This is an optimization exercise on Yosys and OpenROAD, whose aim is small area and a short achievable clock period, not a production implementation. In this exercise RTL edits were held to simulation tests only and were not proved equivalent to the original.

## flow/design.v (module list and top-level ports; edited modules follow where they fit)
// module fsk_cordic: 5946 lines
// module fsk_ptree: 762 lines
// module fsk_atree: 90 lines
// module fsk_loud: 324 lines
// module fsk_fa: 10 lines
// module fsk_ha: 9 lines
// module fsk_decode: 31 lines
// module fsk_disc: 161 lines
module fsk_disc (
    input  wire              clk,
    input  wire              rst,         
    input  wire              cancel,      
    input  wire              in_valid,    
    input  wire signed [7:0] in_i,
    input  wire signed [7:0] in_q,
    output reg  [1:0]        out_kind,    
    output reg               out_cause,   
    output reg  [31:0]       out_id,
    output reg  [2:0]        out_choice,
    output reg  [3:0]        out_nib
);
  // ...
==> flow/run.sh <==
#!/bin/bash
# synth_recipe.tcl (not shown) runs the flow's synth.tcl, then flattens the netlist and writes it again
# the make line also repeats each setting of config.mk as NAME=value (left out here)
make -C /OpenROAD-flow-scripts/flow DESIGN_CONFIG=/design/flow/config.mk WORK_HOME=/design/flow/orfs CLKGATE_MAP_FILE= SYNTH_SCRIPT=/design/flow/synth_recipe.tcl finish
==> flow/config.mk <==
export PLATFORM = sky130hd
export DESIGN_NAME = fsk_disc
export DESIGN_NICKNAME = fsk_disc
export VERILOG_FILES = /design/flow/design.v
export SDC_FILE = /design/flow/constraint.sdc
export NUM_CORES = 4
export LEC_CHECK = 0
export ABC_AREA = 1
export CAP_MARGIN = 20
export CORE_MARGIN = 2
export CORE_UTILIZATION = 40
export PLACE_DENSITY = 0.6
export SLEW_MARGIN = 20
==> flow/constraint.sdc <==
create_clock -name core_clock -period 70.0 [get_ports {clk}]
set_input_delay 14.0000 -clock core_clock [delete_from_list [all_inputs] [get_ports {clk}]]
set_output_delay 14.0000 -clock core_clock [all_outputs]
set_load 0.01 [all_outputs]
==> impl_metrics.ini, run 1 <==
[sta]
hold_slack_ns = 0.474
finalCritPeriodShare_pct = 68.5

[logic_synthesis]
synth_ff_type = dfxtp_1
yosysTopAreaCell = fa_1
synth_seq_cells = 151
yosysUniqueCellTypes = 57
synth_nets = 5492

[floorplan]
io_pins = 62
die_h_um = 299

[worst_setup_path]
regToRegStartpoint = pu[5]$_DFFE_PP_
r2r_cells = 173
crit_type = input port to flip-flop

[drt]
drc = 0
drtPass1Iterations = 5

[placed_design]
io_buffer_count = 61
place_area_um2 = 36700

[clock_tree]
cts_made_buffers = 17
max-clock-path-buffers = 2

[status]
run_status = finished clean

[cells_and_area]
top_register = sr
largest_cell_class = multi-input combinational cells
reg_top3 = sr x40, out_id x32, dmin_e x16
==> inputs of run 2 (changes only) <==
--- a/flow/design.v
+++ b/flow/design.v
@@ -1706,120 +1706,144 @@
     assign xn1_46 = xn1_28 | (xn1_27 & xn1_26);
     wire xn1_47;
     assign xn1_47 = xn1_27 & xn1_25;
     wire xn1_48;
     assign xn1_48 = xn1_32 | (xn1_31 & xn1_30);
     wire xn1_49;
     assign xn1_49 = xn1_31 & xn1_29;
     wire xn1_50;
-    assign xn1_50 = xn1_36 | (xn1_37 & xn1_34);
+    assign xn1_50 = xn1_6 | (xn1_5 & xn1_34);
     wire xn1_51;
-    assign xn1_51 = xn1_37 & xn1_35;
+    assign xn1_51 = xn1_5 & xn1_35;
     wire xn1_52;
-    assign xn1_52 = xn1_40 | (xn1_41 & xn1_38);
+    assign xn1_52 = xn1_36 | (xn1_37 & xn1_34);
     wire xn1_53;
-    assign xn1_53 = xn1_41 & xn1_39;
+    assign xn1_53 = xn1_37 & xn1_35;
     wire xn1_54;
-    assign xn1_54 = xn1_44 | (xn1_45 & xn1_42);
+    assign xn1_54 = xn1_14 | (xn1_13 & xn1_38);
     wire xn1_55;
-    assign xn1_55 = xn1_45 & xn1_43;
+    assign xn1_55 = xn1_13 & xn1_39;
     wire xn1_56;
-    assign xn1_56 = xn1_48 | (xn1_49 & xn1_46);
+    assign xn1_56 = xn1_40 | (xn1_41 & xn1_38);
     wire xn1_57;
-    assign xn1_57 = xn1_49 & xn1_47;
+    assign xn1_57 = xn1_41 & xn1_39;
     wire xn1_58;
-    assign xn1_58 = xn1_52 | (xn1_53 & xn1_50);
+    assign xn1_58 = xn1_22 | (xn1_21 & xn1_42);
     wire xn1_59;
-    assign xn1_59 = xn1_53 & xn1_51;
+    assign xn1_59 = xn1_21 & xn1_43;
     wire xn1_60;
-    assign xn1_60 = xn1_56 | (xn1_57 & xn1_54);
+    assign xn1_60 = xn1_44 | (xn1_45 & xn1_42);
     wire xn1_61;
-    assign xn1_61 = xn1_57 & xn1_55;
+    assign xn1_61 = xn1_45 & xn1_43;
     wire xn1_62;
-    assign xn1_62 = xn1_60 | (xn1_61 & xn1_58);
+    assign xn1_62 = xn1_30 | (xn1_29 & xn1_46);
     wire xn1_63;
-    assign xn1_63 = xn1_61 & xn1_59;
+    assign xn1_63 = xn1_29 & xn1_47;
     wire xn1_64;
-    assign xn1_64 = xn1_54 | (xn1_55 & xn1_58);
+    assign xn1_64 = xn1_48 | (xn1_49 & xn1_46);
     wire xn1_65;
-    assign xn1_65 = xn1_55 & xn1_59;
+    assign xn1_65 = xn1_49 & xn1_47;
     wire xn1_66;
-    assign xn1_66 = xn1_38 | (xn1_39 & xn1_50);
+    assign xn1_66 = xn1_10 | (xn1_9 & xn1_52);
     wire xn1_67;
-    assign xn1_67 = xn1_39 & xn1_51;
+    assign xn1_67 = xn1_9 & xn1_53;
     wire xn1_68;
-    assign xn1_68 = xn1_42 | (xn1_43 & xn1_58);
+    assign xn1_68 = xn1_38 | (xn1_39 & xn1_52);
     wire xn1_69;
-    assign xn1_69 = xn1_43 & xn1_59;
+    assign xn1_69 = xn1_39 & xn1_53;
     wire xn1_70;
-    assign xn1_70 = xn1_46 | (xn1_47 & xn1_64);
+    assign xn1_70 = xn1_54 | (xn1_55 & xn1_52);
     wire xn1_71;
-    assign xn1_71 = xn1_47 & xn1_65;
+    assign xn1_71 = xn1_55 & xn1_53;
     wire xn1_72;
-    assign xn1_72 = xn1_6 | (xn1_5 & xn1_34);
+    assign xn1_72 = xn1_56 | (xn1_57 & xn1_52);
     wire xn1_73;
-    assign xn1_73 = xn1_5 & xn1_35;
+    assign xn1_73 = xn1_57 & xn1_53;
     wire xn1_74;
-    assign xn1_74 = xn1_10 | (xn1_9 & xn1_50);
+    assign xn1_74 = xn1_26 | (xn1_25 & xn1_60);
     wire xn1_75;
-    assign xn1_75 = xn1_9 & xn1_51;
+    assign xn1_75 = xn1_25 & xn1_61;
     wire xn1_76;
-    assign xn1_76 = xn1_14 | (xn1_13 & xn1_66);
+    assign xn1_76 = xn1_46 | (xn1_47 & xn1_60);
     wire xn1_77;
-    assign xn1_77 = xn1_13 & xn1_67;
+    assign xn1_77 = xn1_47 & xn1_61;
     wire xn1_78;
-    assign xn1_78 = xn1_18 | (xn1_17 & xn1_58);
+    assign xn1_78 = xn1_62 | (xn1_63 & xn1_60);
     wire xn1_79;
-    assign xn1_79 = xn1_17 & xn1_59;
+    assign xn1_79 = xn1_63 & xn1_61;
     wire xn1_80;
-    assign xn1_80 = xn1_22 | (xn1_21 & xn1_68);
+    assign xn1_80 = xn1_64 | (xn1_65 & xn1_60);
     wire xn1_81;
-    assign xn1_81 = xn1_21 & xn1_69;
+    assign xn1_81 = xn1_65 & xn1_61;
     wire xn1_82;
-    assign xn1_82 = xn1_26 | (xn1_25 & xn1_64);
+    assign xn1_82 = xn1_18 | (xn1_17 & xn1_72);
     wire xn1_83;
-    assign xn1_83 = xn1_25 & xn1_65;
+    assign xn1_83 = xn1_17 & xn1_73;
     wire xn1_84;
-    assign xn1_84 = xn1_30 | (xn1_29 & xn1_70);
+    assign xn1_84 = xn1_42 | (xn1_43 & xn1_72);
     wire xn1_85;
-    assign xn1_85 = xn1_29 & xn1_71;
+    assign xn1_85 = xn1_43 & xn1_73;
     wire xn1_86;
-    assign xn1_86 = xn1_1 ^ ~dir[1];
+    assign xn1_86 = xn1_58 | (xn1_59 & xn1_72);
     wire xn1_87;
-    assign xn1_87 = xn1_3 ^ xn1_33;
+    assign xn1_87 = xn1_59 & xn1_73;
     wire xn1_88;
-    assign xn1_88 = xn1_5 ^ xn1_34;
+    assign xn1_88 = xn1_60 | (xn1_61 & xn1_72);
     wire xn1_89;
-    assign xn1_89 = xn1_7 ^ xn1_72;
+    assign xn1_89 = xn1_61 & xn1_73;
     wire xn1_90;
-    assign xn1_90 = xn1_9 ^ xn1_50;
+    assign xn1_90 = xn1_74 | (xn1_75 & xn1_72);
     wire xn1_91;
-    assign xn1_91 = xn1_11 ^ xn1_74;
+    assign xn1_91 = xn1_75 & xn1_73;
     wire xn1_92;
-    assign xn1_92 = xn1_13 ^ xn1_66;
+    assign xn1_92 = xn1_76 | (xn1_77 & xn1_72);
     wire xn1_93;
-    assign xn1_93 = xn1_15 ^ xn1_76;
+    assign xn1_93 = xn1_77 & xn1_73;
     wire xn1_94;
-    assign xn1_94 = xn1_17 ^ xn1_58;
+    assign xn1_94 = xn1_78 | (xn1_79 & xn1_72);
     wire xn1_95;
-    assign xn1_95 = xn1_19 ^ xn1_78;
+    assign xn1_95 = xn1_79 & xn1_73;
     wire xn1_96;
-    assign xn1_96 = xn1_21 ^ xn1_68;
+    assign xn1_96 = xn1_80 | (xn1_81 & xn1_72);
     wire xn1_97;
-    assign xn1_97 = xn1_23 ^ xn1_80;
+    assign xn1_97 = xn1_81 & xn1_73;
     wire xn1_98;
-    assign xn1_98 = xn1_25 ^ xn1_64;
+    assign xn1_98 = xn1_1 ^ ~dir[1];
     wire xn1_99;
-    assign xn1_99 = xn1_27 ^ xn1_82;
+    assign xn1_99 = xn1_3 ^ xn1_33;
     wire xn1_100;
-    assign xn1_100 = xn1_29 ^ xn1_70;
+    assign xn1_100 = xn1_5 ^ xn1_34;
     wire xn1_101;
-    assign xn1_101 = xn1_31 ^ xn1_84;
-    wire [15:0] xn1 = {xn1_101, xn1_100, xn1_99, xn1_98, xn1_97, xn1_96, xn1_95, xn1_94, xn1_93, xn1_92, xn1_91, xn1_90, xn1_89, xn1_88, xn1_87, xn1_86};
+    assign xn1_101 = xn1_7 ^ xn1_50;
+    wire xn1_102;
+    assign xn1_102 = xn1_9 ^ xn1_52;
+    wire xn1_103;
+    assign xn1_103 = xn1_11 ^ xn1_66;
+    wire xn1_104;
+    assign xn1_104 = xn1_13 ^ xn1_68;
+    wire xn1_105;
+    assign xn1_105 = xn1_15 ^ xn1_70;
+    wire xn1_106;
+    assign xn1_106 = xn1_17 ^ xn1_72;
+    wire xn1_107;
+    assign xn1_107 = xn1_19 ^ xn1_82;
+    wire xn1_108;
+    assign xn1_108 = xn1_21 ^ xn1_84;
+    wire xn1_109;
+    assign xn1_109 = xn1_23 ^ xn1_86;
+    wire xn1_110;
+    assign xn1_110 = xn1_25 ^ xn1_88;
+    wire xn1_111;
+    assign xn1_111 = xn1_27 ^ xn1_90;
+    wire xn1_112;
+    assign xn1_112 = xn1_29 ^ xn1_92;
+    wire xn1_113;
+    assign xn1_113 = xn1_31 ^ xn1_94;
+    wire [15:0] xn1 = {xn1_113, xn1_112, xn1_111, xn1_110, xn1_109, xn1_108, xn1_107, xn1_106, xn1_105, xn1_104, xn1_103, xn1_102, xn1_101, xn1_100, xn1_99, xn1_98};
     assign x[2] = xn1;
     wire [14:0] yk2 = y[2][14:0];
     assign dir[2] = ~yk2[14];
     wire [14:0] xs2 = x[2] >> 2;
     wire yn2_1;
     wire yn2_2;
     assign yn2_1 = yk2[0] ^ (xs2[0] ^ dir[2]);
     assign yn2_2 = yk2[0] & (xs2[0] ^ dir[2]);
@@ -2120,120 +2144,144 @@
     assign xn2_46 = xn2_28 | (xn2_27 & xn2_26);
     wire xn2_47;
     assign xn2_47 = xn2_27 & xn2_25;
     wire xn2_48;
     assign xn2_48 = xn2_32 | (xn2_31 & xn2_30);
     wire xn2_49;
     assign xn2_49 = xn2_31 & xn2_29;
     wire xn2_50;
-    assign xn2_50 = xn2_36 | (xn2_37 & xn2_34);
+    assign xn2_50 = xn2_6 | (xn2_5 & xn2_34);
     wire xn2_51;
-    assign xn2_51 = xn2_37 & xn2_35;
+    assign xn2_51 = xn2_5 & xn2_35;
     wire xn2_52;
-    assign xn2_52 = xn2_40 | (xn2_41 & xn2_38);
+    assign xn2_52 = xn2_36 | (xn2_37 & xn2_34);
     wire xn2_53;
-    assign xn2_53 = xn2_41 & xn2_39;
+    assign xn2_53 = xn2_37 & xn2_35;
     wire xn2_54;
-    assign xn2_54 = xn2_44 | (xn2_45 & xn2_42);
+    assign xn2_54 = xn2_14 | (xn2_13 & xn2_38);
     wire xn2_55;
-    assign xn2_55 = xn2_45 & xn2_43;
+    assign xn2_55 = xn2_13 & xn2_39;
     wire xn2_56;
-    assign xn2_56 = xn2_48 | (xn2_49 & xn2_46);
+    assign xn2_56 = xn2_40 | (xn2_41 & xn2_38);
     wire xn2_57;
-    assign xn2_57 = xn2_49 & xn2_47;
+    assign xn2_57 = xn2_41 & xn2_39;
     wire xn2_58;
-    assign xn2_58 = xn2_52 | (xn2_53 & xn2_50);
+    assign xn2_58 = xn2_22 | (xn2_21 & xn2_42);
     wire xn2_59;
-    assign xn2_59 = xn2_53 & xn2_51;
+    assign xn2_59 = xn2_21 & xn2_43;
     wire xn2_60;
-    assign xn2_60 = xn2_56 | (xn2_57 & xn2_54);
+    assign xn2_60 = xn2_44 | (xn2_45 & xn2_42);
     wire xn2_61;
-    assign xn2_61 = xn2_57 & xn2_55;
+    assign xn2_61 = xn2_45 & xn2_43;
     wire xn2_62;
-    assign xn2_62 = xn2_60 | (xn2_61 & xn2_58);
+    assign xn2_62 = xn2_30 | (xn2_29 & xn2_46);
     wire xn2_63;
-    assign xn2_63 = xn2_61 & xn2_59;
+    assign xn2_63 = xn2_29 & xn2_47;
     wire xn2_64;
-    assign xn2_64 = xn2_54 | (xn2_55 & xn2_58);
+    assign xn2_64 = xn2_48 | (xn2_49 & xn2_46);
     wire xn2_65;
-    assign xn2_65 = xn2_55 & xn2_59;
+    assign xn2_65 = xn2_49 & xn2_47;
     wire xn2_66;
-    assign xn2_66 = xn2_38 | (xn2_39 & xn2_50);
+    assign xn2_66 = xn2_10 | (xn2_9 & xn2_52);
     wire xn2_67;
-    assign xn2_67 = xn2_39 & xn2_51;
+    assign xn2_67 = xn2_9 & xn2_53;
     wire xn2_68;
-    assign xn2_68 = xn2_42 | (xn2_43 & xn2_58);
+    assign xn2_68 = xn2_38 | (xn2_39 & xn2_52);
     wire xn2_69;
-    assign xn2_69 = xn2_43 & xn2_59;
+    assign xn2_69 = xn2_39 & xn2_53;
     wire xn2_70;
-    assign xn2_70 = xn2_46 | (xn2_47 & xn2_64);
+    assign xn2_70 = xn2_54 | (xn2_55 & xn2_52);
     wire xn2_71;
-    assign xn2_71 = xn2_47 & xn2_65;
+    assign xn2_71 = xn2_55 & xn2_53;
     wire xn2_72;
-    assign xn2_72 = xn2_6 | (xn2_5 & xn2_34);
+    assign xn2_72 = xn2_56 | (xn2_57 & xn2_52);
     wire xn2_73;
-    assign xn2_73 = xn2_5 & xn2_35;
+    assign xn2_73 = xn2_57 & xn2_53;
     wire xn2_74;
-    assign xn2_74 = xn2_10 | (xn2_9 & xn2_50);
+    assign xn2_74 = xn2_26 | (xn2_25 & xn2_60);
     wire xn2_75;
-    assign xn2_75 = xn2_9 & xn2_51;
+    assign xn2_75 = xn2_25 & xn2_61;
     wire xn2_76;
-    assign xn2_76 = xn2_14 | (xn2_13 & xn2_66);
+    assign xn2_76 = xn2_46 | (xn2_47 & xn2_60);
     wire xn2_77;
-    assign xn2_77 = xn2_13 & xn2_67;
+    assign xn2_77 = xn2_47 & xn2_61;
     wire xn2_78;
-    assign xn2_78 = xn2_18 | (xn2_17 & xn2_58);
+    assign xn2_78 = xn2_62 | (xn2_63 & xn2_60);
     wire xn2_79;
-    assign xn2_79 = xn2_17 & xn2_59;
+    assign xn2_79 = xn2_63 & xn2_61;
     wire xn2_80;
-    assign xn2_80 = xn2_22 | (xn2_21 & xn2_68);
+    assign xn2_80 = xn2_64 | (xn2_65 & xn2_60);
     wire xn2_81;
-    assign xn2_81 = xn2_21 & xn2_69;
+    assign xn2_81 = xn2_65 & xn2_61;
     wire xn2_82;
-    assign xn2_82 = xn2_26 | (xn2_25 & xn2_64);
+    assign xn2_82 = xn2_18 | (xn2_17 & xn2_72);
     wire xn2_83;
-    assign xn2_83 = xn2_25 & xn2_65;
+    assign xn2_83 = xn2_17 & xn2_73;
     wire xn2_84;
-    assign xn2_84 = xn2_30 | (xn2_29 & xn2_70);
+    assign xn2_84 = xn2_42 | (xn2_43 & xn2_72);
     wire xn2_85;
-    assign xn2_85 = xn2_29 & xn2_71;
+    assign xn2_85 = xn2_43 & xn2_73;
     wire xn2_86;
-    assign xn2_86 = xn2_1 ^ ~dir[2];
+    assign xn2_86 = xn2_58 | (xn2_59 & xn2_72);
     wire xn2_87;
-    assign xn2_87 = xn2_3 ^ xn2_33;
+    assign xn2_87 = xn2_59 & xn2_73;
     wire xn2_88;
-    assign xn2_88 = xn2_5 ^ xn2_34;
+    assign xn2_88 = xn2_60 | (xn2_61 & xn2_72);
     wire xn2_89;
-    assign xn2_89 = xn2_7 ^ xn2_72;
+    assign xn2_89 = xn2_61 & xn2_73;
     wire xn2_90;
-    assign xn2_90 = xn2_9 ^ xn2_50;
+    assign xn2_90 = xn2_74 | (xn2_75 & xn2_72);
     wire xn2_91;
-    assign xn2_91 = xn2_11 ^ xn2_74;
+    assign xn2_91 = xn2_75 & xn2_73;
     wire xn2_92;
-    assign xn2_92 = xn2_13 ^ xn2_66;
+    assign xn2_92 = xn2_76 | (xn2_77 & xn2_72);
     wire xn2_93;
-    assign xn2_93 = xn2_15 ^ xn2_76;
+    assign xn2_93 = xn2_77 & xn2_73;
     wire xn2_94;
-    assign xn2_94 = xn2_17 ^ xn2_58;
+    assign xn2_94 = xn2_78 | (xn2_79 & xn2_72);
     wire xn2_95;
-    assign xn2_95 = xn2_19 ^ xn2_78;
+    assign xn2_95 = xn2_79 & xn2_73;
     wire xn2_96;
-    assign xn2_96 = xn2_21 ^ xn2_68;
+    assign xn2_96 = xn2_80 | (xn2_81 & xn2_72);
     wire xn2_97;
-    assign xn2_97 = xn2_23 ^ xn2_80;
+    assign xn2_97 = xn2_81 & xn2_73;
     wire xn2_98;
-    assign xn2_98 = xn2_25 ^ xn2_64;
+    assign xn2_98 = xn2_1 ^ ~dir[2];
     wire xn2_99;
-    assign xn2_99 = xn2_27 ^ xn2_82;
+    assign xn2_99 = xn2_3 ^ xn2_33;
     wire xn2_100;
-    assign xn2_100 = xn2_29 ^ xn2_70;
+    assign xn2_100 = xn2_5 ^ xn2_34;
     wire xn2_101;
-    assign xn2_101 = xn2_31 ^ xn2_84;
-    wire [15:0] xn2 = {xn2_101, xn2_100, xn2_99, xn2_98, xn2_97, xn2_96, xn2_95, xn2_94, xn2_93, xn2_92, xn2_91, xn2_90, xn2_89, xn2_88, xn2_87, xn2_86};
+    assign xn2_101 = xn2_7 ^ xn2_50;
+    wire xn2_102;
+    assign xn2_102 = xn2_9 ^ xn2_52;
+    wire xn2_103;
+    assign xn2_103 = xn2_11 ^ xn2_66;
+    wire xn2_104;
+    assign xn2_104 = xn2_13 ^ xn2_68;
+    wire xn2_105;
+    assign xn2_105 = xn2_15 ^ xn2_70;
+    wire xn2_106;
+    assign xn2_106 = xn2_17 ^ xn2_72;
+    wire xn2_107;
+    assign xn2_107 = xn2_19 ^ xn2_82;
+    wire xn2_108;
+    assign xn2_108 = xn2_21 ^ xn2_84;
+    wire xn2_109;
+    assign xn2_109 = xn2_23 ^ xn2_86;
+    wire xn2_110;
+    assign xn2_110 = xn2_25 ^ xn2_88;
+    wire xn2_111;
+    assign xn2_111 = xn2_27 ^ xn2_90;
+    wire xn2_112;
+    assign xn2_112 = xn2_29 ^ xn2_92;
+    wire xn2_113;
+    assign xn2_113 = xn2_31 ^ xn2_94;
+    wire [15:0] xn2 = {xn2_113, xn2_112, xn2_111, xn2_110, xn2_109, xn2_108, xn2_107, xn2_106, xn2_105, xn2_104, xn2_103, xn2_102, xn2_101, xn2_100, xn2_99, xn2_98};
     assign x[3] = xn2;
     wire [14:0] yk3 = y[3][14:0];
     assign dir[3] = ~yk3[14];
     wire [13:0] xs3 = x[3] >> 3;
     wire yn3_1;
     wire yn3_2;
     assign yn3_1 = yk3[0] ^ (xs3[0] ^ dir[3]);
     assign yn3_2 = yk3[0] & (xs3[0] ^ dir[3]);
@@ -2516,120 +2564,144 @@
     assign xn3_46 = xn3_28 | (xn3_27 & xn3_26);
     wire xn3_47;
     assign xn3_47 = xn3_27 & xn3_25;
     wire xn3_48;
     assign xn3_48 = xn3_32 | (xn3_31 & xn3_30);
     wire xn3_49;
     assign xn3_49 = xn3_31 & xn3_29;
     wire xn3_50;
-    assign xn3_50 = xn3_36 | (xn3_37 & xn3_34);
+    assign xn3_50 = xn3_6 | (xn3_5 & xn3_34);
     wire xn3_51;
-    assign xn3_51 = xn3_37 & xn3_35;
+    assign xn3_51 = xn3_5 & xn3_35;
     wire xn3_52;
-    assign xn3_52 = xn3_40 | (xn3_41 & xn3_38);
+    assign xn3_52 = xn3_36 | (xn3_37 & xn3_34);
     wire xn3_53;
-    assign xn3_53 = xn3_41 & xn3_39;
+    assign xn3_53 = xn3_37 & xn3_35;
     wire xn3_54;
-    assign xn3_54 = xn3_44 | (xn3_45 & xn3_42);
+    assign xn3_54 = xn3_14 | (xn3_13 & xn3_38);
     wire xn3_55;
-    assign xn3_55 = xn3_45 & xn3_43;
+    assign xn3_55 = xn3_13 & xn3_39;
     wire xn3_56;
-    assign xn3_56 = xn3_48 | (xn3_49 & xn3_46);
+    assign xn3_56 = xn3_40 | (xn3_41 & xn3_38);
     wire xn3_57;
-    assign xn3_57 = xn3_49 & xn3_47;
+    assign xn3_57 = xn3_41 & xn3_39;
     wire xn3_58;
-    assign xn3_58 = xn3_52 | (xn3_53 & xn3_50);
+    assign xn3_58 = xn3_22 | (xn3_21 & xn3_42);
     wire xn3_59;
-    assign xn3_59 = xn3_53 & xn3_51;
+    assign xn3_59 = xn3_21 & xn3_43;
     wire xn3_60;
-    assign xn3_60 = xn3_56 | (xn3_57 & xn3_54);
+    assign xn3_60 = xn3_44 | (xn3_45 & xn3_42);
     wire xn3_61;
-    assign xn3_61 = xn3_57 & xn3_55;
+    assign xn3_61 = xn3_45 & xn3_43;
     wire xn3_62;
-    assign xn3_62 = xn3_60 | (xn3_61 & xn3_58);
+    assign xn3_62 = xn3_30 | (xn3_29 & xn3_46);
     wire xn3_63;
-    assign xn3_63 = xn3_61 & xn3_59;
+    assign xn3_63 = xn3_29 & xn3_47;
     wire xn3_64;
-    assign xn3_64 = xn3_54 | (xn3_55 & xn3_58);
+    assign xn3_64 = xn3_48 | (xn3_49 & xn3_46);
     wire xn3_65;
-    assign xn3_65 = xn3_55 & xn3_59;
+    assign xn3_65 = xn3_49 & xn3_47;
     wire xn3_66;
-    assign xn3_66 = xn3_38 | (xn3_39 & xn3_50);
+    assign xn3_66 = xn3_10 | (xn3_9 & xn3_52);
     wire xn3_67;
-    assign xn3_67 = xn3_39 & xn3_51;
+    assign xn3_67 = xn3_9 & xn3_53;
     wire xn3_68;
-    assign xn3_68 = xn3_42 | (xn3_43 & xn3_58);
+    assign xn3_68 = xn3_38 | (xn3_39 & xn3_52);
     wire xn3_69;
-    assign xn3_69 = xn3_43 & xn3_59;
+    assign xn3_69 = xn3_39 & xn3_53;
     wire xn3_70;
-    assign xn3_70 = xn3_46 | (xn3_47 & xn3_64);
+    assign xn3_70 = xn3_54 | (xn3_55 & xn3_52);
     wire xn3_71;
-    assign xn3_71 = xn3_47 & xn3_65;
+    assign xn3_71 = xn3_55 & xn3_53;
     wire xn3_72;
-    assign xn3_72 = xn3_6 | (xn3_5 & xn3_34);
+    assign xn3_72 = xn3_56 | (xn3_57 & xn3_52);
     wire xn3_73;
-    assign xn3_73 = xn3_5 & xn3_35;
+    assign xn3_73 = xn3_57 & xn3_53;
     wire xn3_74;
-    assign xn3_74 = xn3_10 | (xn3_9 & xn3_50);
+    assign xn3_74 = xn3_26 | (xn3_25 & xn3_60);
     wire xn3_75;
-    assign xn3_75 = xn3_9 & xn3_51;
+    assign xn3_75 = xn3_25 & xn3_61;
     wire xn3_76;
-    assign xn3_76 = xn3_14 | (xn3_13 & xn3_66);
+    assign xn3_76 = xn3_46 | (xn3_47 & xn3_60);
     wire xn3_77;
-    assign xn3_77 = xn3_13 & xn3_67;
+    assign xn3_77 = xn3_47 & xn3_61;
     wire xn3_78;
-    assign xn3_78 = xn3_18 | (xn3_17 & xn3_58);
+    assign xn3_78 = xn3_62 | (xn3_63 & xn3_60);
     wire xn3_79;
-    assign xn3_79 = xn3_17 & xn3_59;
+    assign xn3_79 = xn3_63 & xn3_61;
     wire xn3_80;
-    assign xn3_80 = xn3_22 | (xn3_21 & xn3_68);
+    assign xn3_80 = xn3_64 | (xn3_65 & xn3_60);
     wire xn3_81;
-    assign xn3_81 = xn3_21 & xn3_69;
+    assign xn3_81 = xn3_65 & xn3_61;
     wire xn3_82;
-    assign xn3_82 = xn3_26 | (xn3_25 & xn3_64);
+    assign xn3_82 = xn3_18 | (xn3_17 & xn3_72);
     wire xn3_83;
-    assign xn3_83 = xn3_25 & xn3_65;
+    assign xn3_83 = xn3_17 & xn3_73;
     wire xn3_84;
-    assign xn3_84 = xn3_30 | (xn3_29 & xn3_70);
+    assign xn3_84 = xn3_42 | (xn3_43 & xn3_72);
     wire xn3_85;
-    assign xn3_85 = xn3_29 & xn3_71;
+    assign xn3_85 = xn3_43 & xn3_73;
     wire xn3_86;
-    assign xn3_86 = xn3_1 ^ ~dir[3];
+    assign xn3_86 = xn3_58 | (xn3_59 & xn3_72);
     wire xn3_87;
-    assign xn3_87 = xn3_3 ^ xn3_33;
+    assign xn3_87 = xn3_59 & xn3_73;
     wire xn3_88;
-    assign xn3_88 = xn3_5 ^ xn3_34;
+    assign xn3_88 = xn3_60 | (xn3_61 & xn3_72);
     wire xn3_89;
-    assign xn3_89 = xn3_7 ^ xn3_72;
+    assign xn3_89 = xn3_61 & xn3_73;
     wire xn3_90;
-    assign xn3_90 = xn3_9 ^ xn3_50;
+    assign xn3_90 = xn3_74 | (xn3_75 & xn3_72);
     wire xn3_91;
-    assign xn3_91 = xn3_11 ^ xn3_74;
+    assign xn3_91 = xn3_75 & xn3_73;
     wire xn3_92;
-    assign xn3_92 = xn3_13 ^ xn3_66;
+    assign xn3_92 = xn3_76 | (xn3_77 & xn3_72);
     wire xn3_93;
-    assign xn3_93 = xn3_15 ^ xn3_76;
+    assign xn3_93 = xn3_77 & xn3_73;
     wire xn3_94;
-    assign xn3_94 = xn3_17 ^ xn3_58;
+    assign xn3_94 = xn3_78 | (xn3_79 & xn3_72);
     wire xn3_95;
-    assign xn3_95 = xn3_19 ^ xn3_78;
+    assign xn3_95 = xn3_79 & xn3_73;
     wire xn3_96;
-    assign xn3_96 = xn3_21 ^ xn3_68;
+    assign xn3_96 = xn3_80 | (xn3_81 & xn3_72);
     wire xn3_97;
-    assign xn3_97 = xn3_23 ^ xn3_80;
+    assign xn3_97 = xn3_81 & xn3_73;
     wire xn3_98;
-    assign xn3_98 = xn3_25 ^ xn3_64;
+    assign xn3_98 = xn3_1 ^ ~dir[3];
     wire xn3_99;
-    assign xn3_99 = xn3_27 ^ xn3_82;
+    assign xn3_99 = xn3_3 ^ xn3_33;
     wire xn3_100;
-    assign xn3_100 = xn3_29 ^ xn3_70;
+    assign xn3_100 = xn3_5 ^ xn3_34;
     wire xn3_101;
-    assign xn3_101 = xn3_31 ^ xn3_84;
-    wire [15:0] xn3 = {xn3_101, xn3_100, xn3_99, xn3_98, xn3_97, xn3_96, xn3_95, xn3_94, xn3_93, xn3_92, xn3_91, xn3_90, xn3_89, xn3_88, xn3_87, xn3_86};
+    assign xn3_101 = xn3_7 ^ xn3_50;
+    wire xn3_102;
+    assign xn3_102 = xn3_9 ^ xn3_52;
+    wire xn3_103;
+    assign xn3_103 = xn3_11 ^ xn3_66;
+    wire xn3_104;
+    assign xn3_104 = xn3_13 ^ xn3_68;
+    wire xn3_105;
+    assign xn3_105 = xn3_15 ^ xn3_70;
+    wire xn3_106;
+    assign xn3_106 = xn3_17 ^ xn3_72;
+    wire xn3_107;
+    assign xn3_107 = xn3_19 ^ xn3_82;
+    wire xn3_108;
+    assign xn3_108 = xn3_21 ^ xn3_84;
+    wire xn3_109;
+    assign xn3_109 = xn3_23 ^ xn3_86;
+    wire xn3_110;
+    assign xn3_110 = xn3_25 ^ xn3_88;
+    wire xn3_111;
+    assign xn3_111 = xn3_27 ^ xn3_90;
+    wire xn3_112;
+    assign xn3_112 = xn3_29 ^ xn3_92;
+    wire xn3_113;
+    assign xn3_113 = xn3_31 ^ xn3_94;
+    wire [15:0] xn3 = {xn3_113, xn3_112, xn3_111, xn3_110, xn3_109, xn3_108, xn3_107, xn3_106, xn3_105, xn3_104, xn3_103, xn3_102, xn3_101, xn3_100, xn3_99, xn3_98};
     assign x[4] = xn3;
     wire [13:0] yk4 = y[4][13:0];
     assign dir[4] = ~yk4[13];
     wire [12:0] xs4 = x[4] >> 4;
     wire yn4_1;
     wire yn4_2;
     assign yn4_1 = yk4[0] ^ (xs4[0] ^ dir[4]);
     assign yn4_2 = yk4[0] & (xs4[0] ^ dir[4]);
@@ -2894,120 +2966,144 @@
     assign xn4_46 = xn4_28 | (xn4_27 & xn4_26);
     wire xn4_47;
     assign xn4_47 = xn4_27 & xn4_25;
     wire xn4_48;
     assign xn4_48 = xn4_32 | (xn4_31 & xn4_30);
     wire xn4_49;
     assign xn4_49 = xn4_31 & xn4_29;
     wire xn4_50;
-    assign xn4_50 = xn4_36 | (xn4_37 & xn4_34);
+    assign xn4_50 = xn4_6 | (xn4_5 & xn4_34);
     wire xn4_51;
-    assign xn4_51 = xn4_37 & xn4_35;
+    assign xn4_51 = xn4_5 & xn4_35;
     wire xn4_52;
-    assign xn4_52 = xn4_40 | (xn4_41 & xn4_38);
+    assign xn4_52 = xn4_36 | (xn4_37 & xn4_34);
     wire xn4_53;
-    assign xn4_53 = xn4_41 & xn4_39;
+    assign xn4_53 = xn4_37 & xn4_35;
     wire xn4_54;
-    assign xn4_54 = xn4_44 | (xn4_45 & xn4_42);
+    assign xn4_54 = xn4_14 | (xn4_13 & xn4_38);
     wire xn4_55;
-    assign xn4_55 = xn4_45 & xn4_43;
+    assign xn4_55 = xn4_13 & xn4_39;
     wire xn4_56;
-    assign xn4_56 = xn4_48 | (xn4_49 & xn4_46);
+    assign xn4_56 = xn4_40 | (xn4_41 & xn4_38);
     wire xn4_57;
-    assign xn4_57 = xn4_49 & xn4_47;
+    assign xn4_57 = xn4_41 & xn4_39;
     wire xn4_58;
-    assign xn4_58 = xn4_52 | (xn4_53 & xn4_50);
+    assign xn4_58 = xn4_22 | (xn4_21 & xn4_42);
     wire xn4_59;
-    assign xn4_59 = xn4_53 & xn4_51;
+    assign xn4_59 = xn4_21 & xn4_43;
     wire xn4_60;
-    assign xn4_60 = xn4_56 | (xn4_57 & xn4_54);
+    assign xn4_60 = xn4_44 | (xn4_45 & xn4_42);
     wire xn4_61;
-    assign xn4_61 = xn4_57 & xn4_55;
+    assign xn4_61 = xn4_45 & xn4_43;
     wire xn4_62;
-    assign xn4_62 = xn4_60 | (xn4_61 & xn4_58);
+    assign xn4_62 = xn4_30 | (xn4_29 & xn4_46);
     wire xn4_63;
-    assign xn4_63 = xn4_61 & xn4_59;
+    assign xn4_63 = xn4_29 & xn4_47;
     wire xn4_64;
-    assign xn4_64 = xn4_54 | (xn4_55 & xn4_58);
+    assign xn4_64 = xn4_48 | (xn4_49 & xn4_46);
     wire xn4_65;
-    assign xn4_65 = xn4_55 & xn4_59;
+    assign xn4_65 = xn4_49 & xn4_47;
     wire xn4_66;
-    assign xn4_66 = xn4_38 | (xn4_39 & xn4_50);
+    assign xn4_66 = xn4_10 | (xn4_9 & xn4_52);
     wire xn4_67;
-    assign xn4_67 = xn4_39 & xn4_51;
+    assign xn4_67 = xn4_9 & xn4_53;
     wire xn4_68;
-    assign xn4_68 = xn4_42 | (xn4_43 & xn4_58);
+    assign xn4_68 = xn4_38 | (xn4_39 & xn4_52);
     wire xn4_69;
-    assign xn4_69 = xn4_43 & xn4_59;
+    assign xn4_69 = xn4_39 & xn4_53;
     wire xn4_70;
-    assign xn4_70 = xn4_46 | (xn4_47 & xn4_64);
+    assign xn4_70 = xn4_54 | (xn4_55 & xn4_52);
     wire xn4_71;
-    assign xn4_71 = xn4_47 & xn4_65;
+    assign xn4_71 = xn4_55 & xn4_53;
     wire xn4_72;
-    assign xn4_72 = xn4_6 | (xn4_5 & xn4_34);
+    assign xn4_72 = xn4_56 | (xn4_57 & xn4_52);
     wire xn4_73;
-    assign xn4_73 = xn4_5 & xn4_35;
+    assign xn4_73 = xn4_57 & xn4_53;
     wire xn4_74;
-    assign xn4_74 = xn4_10 | (xn4_9 & xn4_50);
+    assign xn4_74 = xn4_26 | (xn4_25 & xn4_60);
     wire xn4_75;
-    assign xn4_75 = xn4_9 & xn4_51;
+    assign xn4_75 = xn4_25 & xn4_61;
     wire xn4_76;
-    assign xn4_76 = xn4_14 | (xn4_13 & xn4_66);
+    assign xn4_76 = xn4_46 | (xn4_47 & xn4_60);
     wire xn4_77;
-    assign xn4_77 = xn4_13 & xn4_67;
+    assign xn4_77 = xn4_47 & xn4_61;
     wire xn4_78;
-    assign xn4_78 = xn4_18 | (xn4_17 & xn4_58);
+    assign xn4_78 = xn4_62 | (xn4_63 & xn4_60);
     wire xn4_79;
-    assign xn4_79 = xn4_17 & xn4_59;
+    assign xn4_79 = xn4_63 & xn4_61;
     wire xn4_80;
-    assign xn4_80 = xn4_22 | (xn4_21 & xn4_68);
+    assign xn4_80 = xn4_64 | (xn4_65 & xn4_60);
     wire xn4_81;
-    assign xn4_81 = xn4_21 & xn4_69;
+    assign xn4_81 = xn4_65 & xn4_61;
     wire xn4_82;
-    assign xn4_82 = xn4_26 | (xn4_25 & xn4_64);
+    assign xn4_82 = xn4_18 | (xn4_17 & xn4_72);
     wire xn4_83;
-    assign xn4_83 = xn4_25 & xn4_65;
+    assign xn4_83 = xn4_17 & xn4_73;
     wire xn4_84;
-    assign xn4_84 = xn4_30 | (xn4_29 & xn4_70);
+    assign xn4_84 = xn4_42 | (xn4_43 & xn4_72);
     wire xn4_85;
-    assign xn4_85 = xn4_29 & xn4_71;
+    assign xn4_85 = xn4_43 & xn4_73;
     wire xn4_86;
-    assign xn4_86 = xn4_1 ^ ~dir[4];
+    assign xn4_86 = xn4_58 | (xn4_59 & xn4_72);
     wire xn4_87;
-    assign xn4_87 = xn4_3 ^ xn4_33;
+    assign xn4_87 = xn4_59 & xn4_73;
     wire xn4_88;
-    assign xn4_88 = xn4_5 ^ xn4_34;
+    assign xn4_88 = xn4_60 | (xn4_61 & xn4_72);
     wire xn4_89;
-    assign xn4_89 = xn4_7 ^ xn4_72;
+    assign xn4_89 = xn4_61 & xn4_73;
     wire xn4_90;
-    assign xn4_90 = xn4_9 ^ xn4_50;
+    assign xn4_90 = xn4_74 | (xn4_75 & xn4_72);
     wire xn4_91;
-    assign xn4_91 = xn4_11 ^ xn4_74;
+    assign xn4_91 = xn4_75 & xn4_73;
     wire xn4_92;
-    assign xn4_92 = xn4_13 ^ xn4_66;
+    assign xn4_92 = xn4_76 | (xn4_77 & xn4_72);
     wire xn4_93;
-    assign xn4_93 = xn4_15 ^ xn4_76;
+    assign xn4_93 = xn4_77 & xn4_73;
     wire xn4_94;
-    assign xn4_94 = xn4_17 ^ xn4_58;
+    assign xn4_94 = xn4_78 | (xn4_79 & xn4_72);
     wire xn4_95;
-    assign xn4_95 = xn4_19 ^ xn4_78;
+    assign xn4_95 = xn4_79 & xn4_73;
     wire xn4_96;
-    assign xn4_96 = xn4_21 ^ xn4_68;
+    assign xn4_96 = xn4_80 | (xn4_81 & xn4_72);
     wire xn4_97;
-    assign xn4_97 = xn4_23 ^ xn4_80;
+    assign xn4_97 = xn4_81 & xn4_73;
     wire xn4_98;
-    assign xn4_98 = xn4_25 ^ xn4_64;
+    assign xn4_98 = xn4_1 ^ ~dir[4];
     wire xn4_99;
-    assign xn4_99 = xn4_27 ^ xn4_82;
+    assign xn4_99 = xn4_3 ^ xn4_33;
     wire xn4_100;
-    assign xn4_100 = xn4_29 ^ xn4_70;
+    assign xn4_100 = xn4_5 ^ xn4_34;
     wire xn4_101;
-    assign xn4_101 = xn4_31 ^ xn4_84;
-    wire [15:0] xn4 = {xn4_101, xn4_100, xn4_99, xn4_98, xn4_97, xn4_96, xn4_95, xn4_94, xn4_93, xn4_92, xn4_91, xn4_90, xn4_89, xn4_88, xn4_87, xn4_86};
+    assign xn4_101 = xn4_7 ^ xn4_50;
+    wire xn4_102;
+    assign xn4_102 = xn4_9 ^ xn4_52;
+    wire xn4_103;
+    assign xn4_103 = xn4_11 ^ xn4_66;
+    wire xn4_104;
+    assign xn4_104 = xn4_13 ^ xn4_68;
+    wire xn4_105;
+    assign xn4_105 = xn4_15 ^ xn4_70;
+    wire xn4_106;
+    assign xn4_106 = xn4_17 ^ xn4_72;
+    wire xn4_107;
+    assign xn4_107 = xn4_19 ^ xn4_82;
+    wire xn4_108;
+    assign xn4_108 = xn4_21 ^ xn4_84;
+    wire xn4_109;
+    assign xn4_109 = xn4_23 ^ xn4_86;
+    wire xn4_110;
+    assign xn4_110 = xn4_25 ^ xn4_88;
+    wire xn4_111;
+    assign xn4_111 = xn4_27 ^ xn4_90;
+    wire xn4_112;
+    assign xn4_112 = xn4_29 ^ xn4_92;
+    wire xn4_113;
+    assign xn4_113 = xn4_31 ^ xn4_94;
+    wire [15:0] xn4 = {xn4_113, xn4_112, xn4_111, xn4_110, xn4_109, xn4_108, xn4_107, xn4_106, xn4_105, xn4_104, xn4_103, xn4_102, xn4_101, xn4_100, xn4_99, xn4_98};
     assign x[5] = xn4;
     wire [12:0] yk5 = y[5][12:0];
     assign dir[5] = ~yk5[12];
     wire [11:0] xs5 = x[5] >> 5;
     wire yn5_1;
     wire yn5_2;
     assign yn5_1 = yk5[0] ^ (xs5[0] ^ dir[5]);
     assign yn5_2 = yk5[0] & (xs5[0] ^ dir[5]);
@@ -3258,120 +3354,144 @@
     assign xn5_46 = xn5_28 | (xn5_27 & xn5_26);
     wire xn5_47;
     assign xn5_47 = xn5_27 & xn5_25;
     wire xn5_48;
     assign xn5_48 = xn5_32 | (xn5_31 & xn5_30);
     wire xn5_49;
     assign xn5_49 = xn5_31 & xn5_29;
     wire xn5_50;
-    assign xn5_50 = xn5_36 | (xn5_37 & xn5_34);
+    assign xn5_50 = xn5_6 | (xn5_5 & xn5_34);
     wire xn5_51;
-    assign xn5_51 = xn5_37 & xn5_35;
+    assign xn5_51 = xn5_5 & xn5_35;
     wire xn5_52;
-    assign xn5_52 = xn5_40 | (xn5_41 & xn5_38);
+    assign xn5_52 = xn5_36 | (xn5_37 & xn5_34);
     wire xn5_53;
-    assign xn5_53 = xn5_41 & xn5_39;
+    assign xn5_53 = xn5_37 & xn5_35;
     wire xn5_54;
-    assign xn5_54 = xn5_44 | (xn5_45 & xn5_42);
+    assign xn5_54 = xn5_14 | (xn5_13 & xn5_38);
     wire xn5_55;
-    assign xn5_55 = xn5_45 & xn5_43;
+    assign xn5_55 = xn5_13 & xn5_39;
     wire xn5_56;
-    assign xn5_56 = xn5_48 | (xn5_49 & xn5_46);
+    assign xn5_56 = xn5_40 | (xn5_41 & xn5_38);
     wire xn5_57;
-    assign xn5_57 = xn5_49 & xn5_47;
+    assign xn5_57 = xn5_41 & xn5_39;
     wire xn5_58;
-    assign xn5_58 = xn5_52 | (xn5_53 & xn5_50);
+    assign xn5_58 = xn5_22 | (xn5_21 & xn5_42);
     wire xn5_59;
-    assign xn5_59 = xn5_53 & xn5_51;
+    assign xn5_59 = xn5_21 & xn5_43;
     wire xn5_60;
-    assign xn5_60 = xn5_56 | (xn5_57 & xn5_54);
+    assign xn5_60 = xn5_44 | (xn5_45 & xn5_42);
     wire xn5_61;
-    assign xn5_61 = xn5_57 & xn5_55;
+    assign xn5_61 = xn5_45 & xn5_43;
     wire xn5_62;
-    assign xn5_62 = xn5_60 | (xn5_61 & xn5_58);
+    assign xn5_62 = xn5_30 | (xn5_29 & xn5_46);
     wire xn5_63;
-    assign xn5_63 = xn5_61 & xn5_59;
+    assign xn5_63 = xn5_29 & xn5_47;
     wire xn5_64;
-    assign xn5_64 = xn5_54 | (xn5_55 & xn5_58);
+    assign xn5_64 = xn5_48 | (xn5_49 & xn5_46);
     wire xn5_65;
-    assign xn5_65 = xn5_55 & xn5_59;
+    assign xn5_65 = xn5_49 & xn5_47;
     wire xn5_66;
-    assign xn5_66 = xn5_38 | (xn5_39 & xn5_50);
+    assign xn5_66 = xn5_10 | (xn5_9 & xn5_52);
     wire xn5_67;
-    assign xn5_67 = xn5_39 & xn5_51;
+    assign xn5_67 = xn5_9 & xn5_53;
     wire xn5_68;
-    assign xn5_68 = xn5_42 | (xn5_43 & xn5_58);
+    assign xn5_68 = xn5_38 | (xn5_39 & xn5_52);
     wire xn5_69;
-    assign xn5_69 = xn5_43 & xn5_59;
+    assign xn5_69 = xn5_39 & xn5_53;
     wire xn5_70;
-    assign xn5_70 = xn5_46 | (xn5_47 & xn5_64);
+    assign xn5_70 = xn5_54 | (xn5_55 & xn5_52);
     wire xn5_71;
-    assign xn5_71 = xn5_47 & xn5_65;
+    assign xn5_71 = xn5_55 & xn5_53;
     wire xn5_72;
-    assign xn5_72 = xn5_6 | (xn5_5 & xn5_34);
+    assign xn5_72 = xn5_56 | (xn5_57 & xn5_52);
     wire xn5_73;
-    assign xn5_73 = xn5_5 & xn5_35;
+    assign xn5_73 = xn5_57 & xn5_53;
     wire xn5_74;
-    assign xn5_74 = xn5_10 | (xn5_9 & xn5_50);
+    assign xn5_74 = xn5_26 | (xn5_25 & xn5_60);
     wire xn5_75;
-    assign xn5_75 = xn5_9 & xn5_51;
+    assign xn5_75 = xn5_25 & xn5_61;
     wire xn5_76;
-    assign xn5_76 = xn5_14 | (xn5_13 & xn5_66);
+    assign xn5_76 = xn5_46 | (xn5_47 & xn5_60);
     wire xn5_77;
-    assign xn5_77 = xn5_13 & xn5_67;
+    assign xn5_77 = xn5_47 & xn5_61;
     wire xn5_78;
-    assign xn5_78 = xn5_18 | (xn5_17 & xn5_58);
+    assign xn5_78 = xn5_62 | (xn5_63 & xn5_60);
     wire xn5_79;
-    assign xn5_79 = xn5_17 & xn5_59;
+    assign xn5_79 = xn5_63 & xn5_61;
     wire xn5_80;
-    assign xn5_80 = xn5_22 | (xn5_21 & xn5_68);
+    assign xn5_80 = xn5_64 | (xn5_65 & xn5_60);
     wire xn5_81;
-    assign xn5_81 = xn5_21 & xn5_69;
+    assign xn5_81 = xn5_65 & xn5_61;
     wire xn5_82;
-    assign xn5_82 = xn5_26 | (xn5_25 & xn5_64);
+    assign xn5_82 = xn5_18 | (xn5_17 & xn5_72);
     wire xn5_83;
-    assign xn5_83 = xn5_25 & xn5_65;
+    assign xn5_83 = xn5_17 & xn5_73;
     wire xn5_84;
-    assign xn5_84 = xn5_30 | (xn5_29 & xn5_70);
+    assign xn5_84 = xn5_42 | (xn5_43 & xn5_72);
     wire xn5_85;
-    assign xn5_85 = xn5_29 & xn5_71;
+    assign xn5_85 = xn5_43 & xn5_73;
     wire xn5_86;
-    assign xn5_86 = xn5_1 ^ ~dir[5];
+    assign xn5_86 = xn5_58 | (xn5_59 & xn5_72);
     wire xn5_87;
-    assign xn5_87 = xn5_3 ^ xn5_33;
+    assign xn5_87 = xn5_59 & xn5_73;
     wire xn5_88;
-    assign xn5_88 = xn5_5 ^ xn5_34;
+    assign xn5_88 = xn5_60 | (xn5_61 & xn5_72);
     wire xn5_89;
-    assign xn5_89 = xn5_7 ^ xn5_72;
+    assign xn5_89 = xn5_61 & xn5_73;
     wire xn5_90;
-    assign xn5_90 = xn5_9 ^ xn5_50;
+    assign xn5_90 = xn5_74 | (xn5_75 & xn5_72);
     wire xn5_91;
-    assign xn5_91 = xn5_11 ^ xn5_74;
+    assign xn5_91 = xn5_75 & xn5_73;
     wire xn5_92;
-    assign xn5_92 = xn5_13 ^ xn5_66;
+    assign xn5_92 = xn5_76 | (xn5_77 & xn5_72);
     wire xn5_93;
-    assign xn5_93 = xn5_15 ^ xn5_76;
+    assign xn5_93 = xn5_77 & xn5_73;
     wire xn5_94;
-    assign xn5_94 = xn5_17 ^ xn5_58;
+    assign xn5_94 = xn5_78 | (xn5_79 & xn5_72);
     wire xn5_95;
-    assign xn5_95 = xn5_19 ^ xn5_78;
+    assign xn5_95 = xn5_79 & xn5_73;
     wire xn5_96;
-    assign xn5_96 = xn5_21 ^ xn5_68;
+    assign xn5_96 = xn5_80 | (xn5_81 & xn5_72);
     wire xn5_97;
-    assign xn5_97 = xn5_23 ^ xn5_80;
+    assign xn5_97 = xn5_81 & xn5_73;
     wire xn5_98;
-    assign xn5_98 = xn5_25 ^ xn5_64;
+    assign xn5_98 = xn5_1 ^ ~dir[5];
     wire xn5_99;
-    assign xn5_99 = xn5_27 ^ xn5_82;
+    assign xn5_99 = xn5_3 ^ xn5_33;
     wire xn5_100;
-    assign xn5_100 = xn5_29 ^ xn5_70;
+    assign xn5_100 = xn5_5 ^ xn5_34;
     wire xn5_101;
-    assign xn5_101 = xn5_31 ^ xn5_84;
-    wire [15:0] xn5 = {xn5_101, xn5_100, xn5_99, xn5_98, xn5_97, xn5_96, xn5_95, xn5_94, xn5_93, xn5_92, xn5_91, xn5_90, xn5_89, xn5_88, xn5_87, xn5_86};
+    assign xn5_101 = xn5_7 ^ xn5_50;
+    wire xn5_102;
+    assign xn5_102 = xn5_9 ^ xn5_52;
+    wire xn5_103;
+    assign xn5_103 = xn5_11 ^ xn5_66;
+    wire xn5_104;
+    assign xn5_104 = xn5_13 ^ xn5_68;
+    wire xn5_105;
+    assign xn5_105 = xn5_15 ^ xn5_70;
+    wire xn5_106;
+    assign xn5_106 = xn5_17 ^ xn5_72;
+    wire xn5_107;
+    assign xn5_107 = xn5_19 ^ xn5_82;
+    wire xn5_108;
+    assign xn5_108 = xn5_21 ^ xn5_84;
+    wire xn5_109;
+    assign xn5_109 = xn5_23 ^ xn5_86;
+    wire xn5_110;
+    assign xn5_110 = xn5_25 ^ xn5_88;
+    wire xn5_111;
+    assign xn5_111 = xn5_27 ^ xn5_90;
+    wire xn5_112;
+    assign xn5_112 = xn5_29 ^ xn5_92;
+    wire xn5_113;
+    assign xn5_113 = xn5_31 ^ xn5_94;
+    wire [15:0] xn5 = {xn5_113, xn5_112, xn5_111, xn5_110, xn5_109, xn5_108, xn5_107, xn5_106, xn5_105, xn5_104, xn5_103, xn5_102, xn5_101, xn5_100, xn5_99, xn5_98};
     assign x[6] = xn5;
     wire [11:0] yk6 = y[6][11:0];
     assign dir[6] = ~yk6[11];
     wire [10:0] xs6 = x[6] >> 6;
     wire yn6_1;
     wire yn6_2;
     assign yn6_1 = yk6[0] ^ (xs6[0] ^ dir[6]);
     assign yn6_2 = yk6[0] & (xs6[0] ^ dir[6]);
==> impl_metrics.ini, run 2 <==
[status]
run_status = finished clean

[clock_tree]
ctsResizeCount = 0
tritoncts = yes
cts_made_buffers = 17
holdBufCountCts = 0
post-cts-setup-buffers = 0
clock-root-buffer = clkbuf_16
max-clock-path-buffers = 2
clk_latency_ns = 0.44
h-tree-depth = 4
path_clk_slew_ns = 0.06
cts_sinks = 151

[grt]
overflow = 0
grt_max_degree = 62
grt_usage_pct = 18.7
grt_pass1_wl_um = 138000
grt_pass1_vias = 28000
antenna_found_initial = 0

[logic_synthesis]
avgSynthCellArea_um2 = 7.56
synth_area_leaders = fa_1, ha_1, inv_1
yosysWarnings = 3
async_flop_share_pct = 0
synth_seq_area_share_pct = 10.3
synth_most_common_cell = inv_1
synth_ff_type = dfxtp_1
syn_inst = 4612
synth_seq_cells = 151
yosysTopAreaCellShare_pct = 24.1
synth_edf_count = 57
yosysTopAreaCell = fa_1
yosysUniqueCellTypes = 63
synth_nets = 5487
synth_area_um2 = 34900
ys_top_cells_by_count = inv_1, nand2_1, ha_1

[cells_and_area]
largest_reg_flops = 40
final_util_pct = 42.9
reg_top3 = sr x40, out_id x32, dmin_e x16
antenna_cells = 0
drive_gt1_share_pct = 4.48
top_register = sr
fill_cells = 8856
fin_nets = 5465
layout_common_cells = inv_1, nand2_1, ha_1, fa_1, xor2_1
mostFrequentLayoutCell = inv_1
area_growth_syn_to_layout_pct = 6.52

[floorplan]
start_util_pct = 40.3
rows = 108
io_pins = 62
die_h_um = 299
dieArea_um2 = 89600
die_w_um = 299
core-area_um2 = 86600

[hold_path]
min_path_type = flip-flop to flip-flop

[sta]
fin_crit_ns = 48.21
fmax_ghz = 0.0207
rsz0062_at_grt = no
finalSetupViolCount = 0
fin_skew_ns = 0.0166
hold_viol_final = 0
tightestPinTransition_ns = 1.02
drv_slew = 0
slew_headroom_pct = 31.0
finalCritPeriodShare_pct = 68.9
hold_slack_ns = 0.456
setup_slack_ns = 21.79
tns_ns = 0

[drt]
drtPass1Iterations = 5
ant_nets = 0
via_count = 27500
detail_route.iter0.violations = 1364
drt_wl_total_um = 82000
drc = 0
routedWlPerCell_um = 14.2
post_drt_via_cell_ratio = 4.77

[placed_design]
hpwl_um = 66700
post-place-ws_ns = 21.37
place_congestion = 0.844
io_buffer_count = 61

[worst_setup_path]
cp-start-kind = input port
crit_top_cell = nand2_1
worstPathRequired_ns = 70.29
worstPathMaxFanout = 46
crit_type = input port to flip-flop
max_stage_delay_ns = 0.57
critPathCaptureType = flip-flop
cpMaxStageDelayCell = nand2_1
cp.arrival_ns = 48.50

[run]
cap_violations = 0
[run 2: cell count changes in the layout (fill, tap and decap cells not counted), sizes merged, moves of 8 or more]
cell / before / now
nand2: 883 / 924
a21oi: 204 / 212
ha: 445 / 436
o221ai: 1 / 10
fa: 431 / 419
o21ai: 211 / 169
nand3: 154 / 141
xnor2: 135 / 114
nor2: 208 / 223
o21bai: 30 / 21
xor2: 229 / 257
a31oi: 24 / 15
[run 2: cell families after synthesis]
logic type               count (synthesis)  synth area share, %
XOR/XNOR                               371                 9.32
AO/OA/AOI/OAI                          538                 8.98
AND/OR/NAND/NOR                       1412                 17.4
multiplexers                             5                0.147
flip-flops                             151                 10.3
adder cells (fa/ha/maj)                855                 39.7
buffers and inverters                 1280                 14.1
[run 2: per-layer routing]
layer  GRT usage [%]  vias to the layer above  part of all wire, %
met5               0                        -                    0
met1            24.8                    13000                   46
li1                -                    14000                    -
met2            33.9                      424                   50
met4            3.71                        0                  1.3
met3           0.986                       87                  2.6
[run 2: cell type report]
class                   count  area, um^2  area share (%)
multi-input cells        3181       26400            71.0
inverters                1145        4300            11.6
clock buffers              18         429            1.16
repair buffers             94         871            2.34
flip-flops and latches    151        3590            9.67
well taps                1155        1450            3.89
clock inverters            14         138           0.370
[run 2: worst paths after layout]
check	start	end	slack (ns)	cells after the start
hold / removal	dmin_e[15]$_SDFFE_PP0P_	dmin_e[15]$_SDFFE_PP0P_	0.46	2
setup / recovery	in_i[7]	out_choice[0]$_SDFF_PP0_	21.79	175
hold reg to reg	dmin_e[15]$_SDFFE_PP0P_	dmin_e[15]$_SDFFE_PP0P_	0.46	2
setup reg to reg	pv_hi[5]$_DFFE_PP_	out_choice[0]$_SDFF_PP0_	35.22	174
[run 2: worst max-delay path, delay by kind of cell]
family	cells	cell delay, ns
AOI/OAI and AO/OA	43	8.45
and+or+nand+nor	63	8.01
xor gates and xnor gates	13	3.11
buffers and inverters	30	5.07
adders and majority gates	26	9.67
[run 2: per-stage QoR]
step | instance area (um^2) | std cells
5_1_grt | 37200 | 5758
3_3_place_gp | 36600 | 5725
6_report | 37200 | 5758
4_1_cts | 37200 | 5758
3_5_place_dp | 36600 | 5726
2_1_floorplan | 34900 | 4612

[what the ideal ports hide]
How much do the figures lean on ideal ports? The routed layouts below were timed once more, with nothing changed but the port constraints. Step 1, drivers: a clkbuf_16 drives clk and a buf_2 each remaining input, both assumed. Step 2 adds t to the input delays and takes it off the output delays; t is the mean of the earliest and latest rising clock arrival at the registers after step 1. Input paths then give back, and output paths get back, about the clock's delay inside the block. Three values: ideal ports, drivers, drivers and shift; two values: the first two.
run | t (ns) | slack for setup (ns) | latest minus earliest clock arrival (ns) | worst data-port slew with drivers (ns)
run 1 | 0.487 | 22.078 / 22.110 / 21.623 | 0.015 / 0.016 | 0.03
run 2 | 0.484 | 21.787 / 21.818 / 21.334 | 0.017 / 0.017 | 0.04
After both steps every run listed still meets setup and hold. For run 1, which loses most, drivers alone change the setup slack by +0.032 ns; drivers and shift together by -0.455 ns.
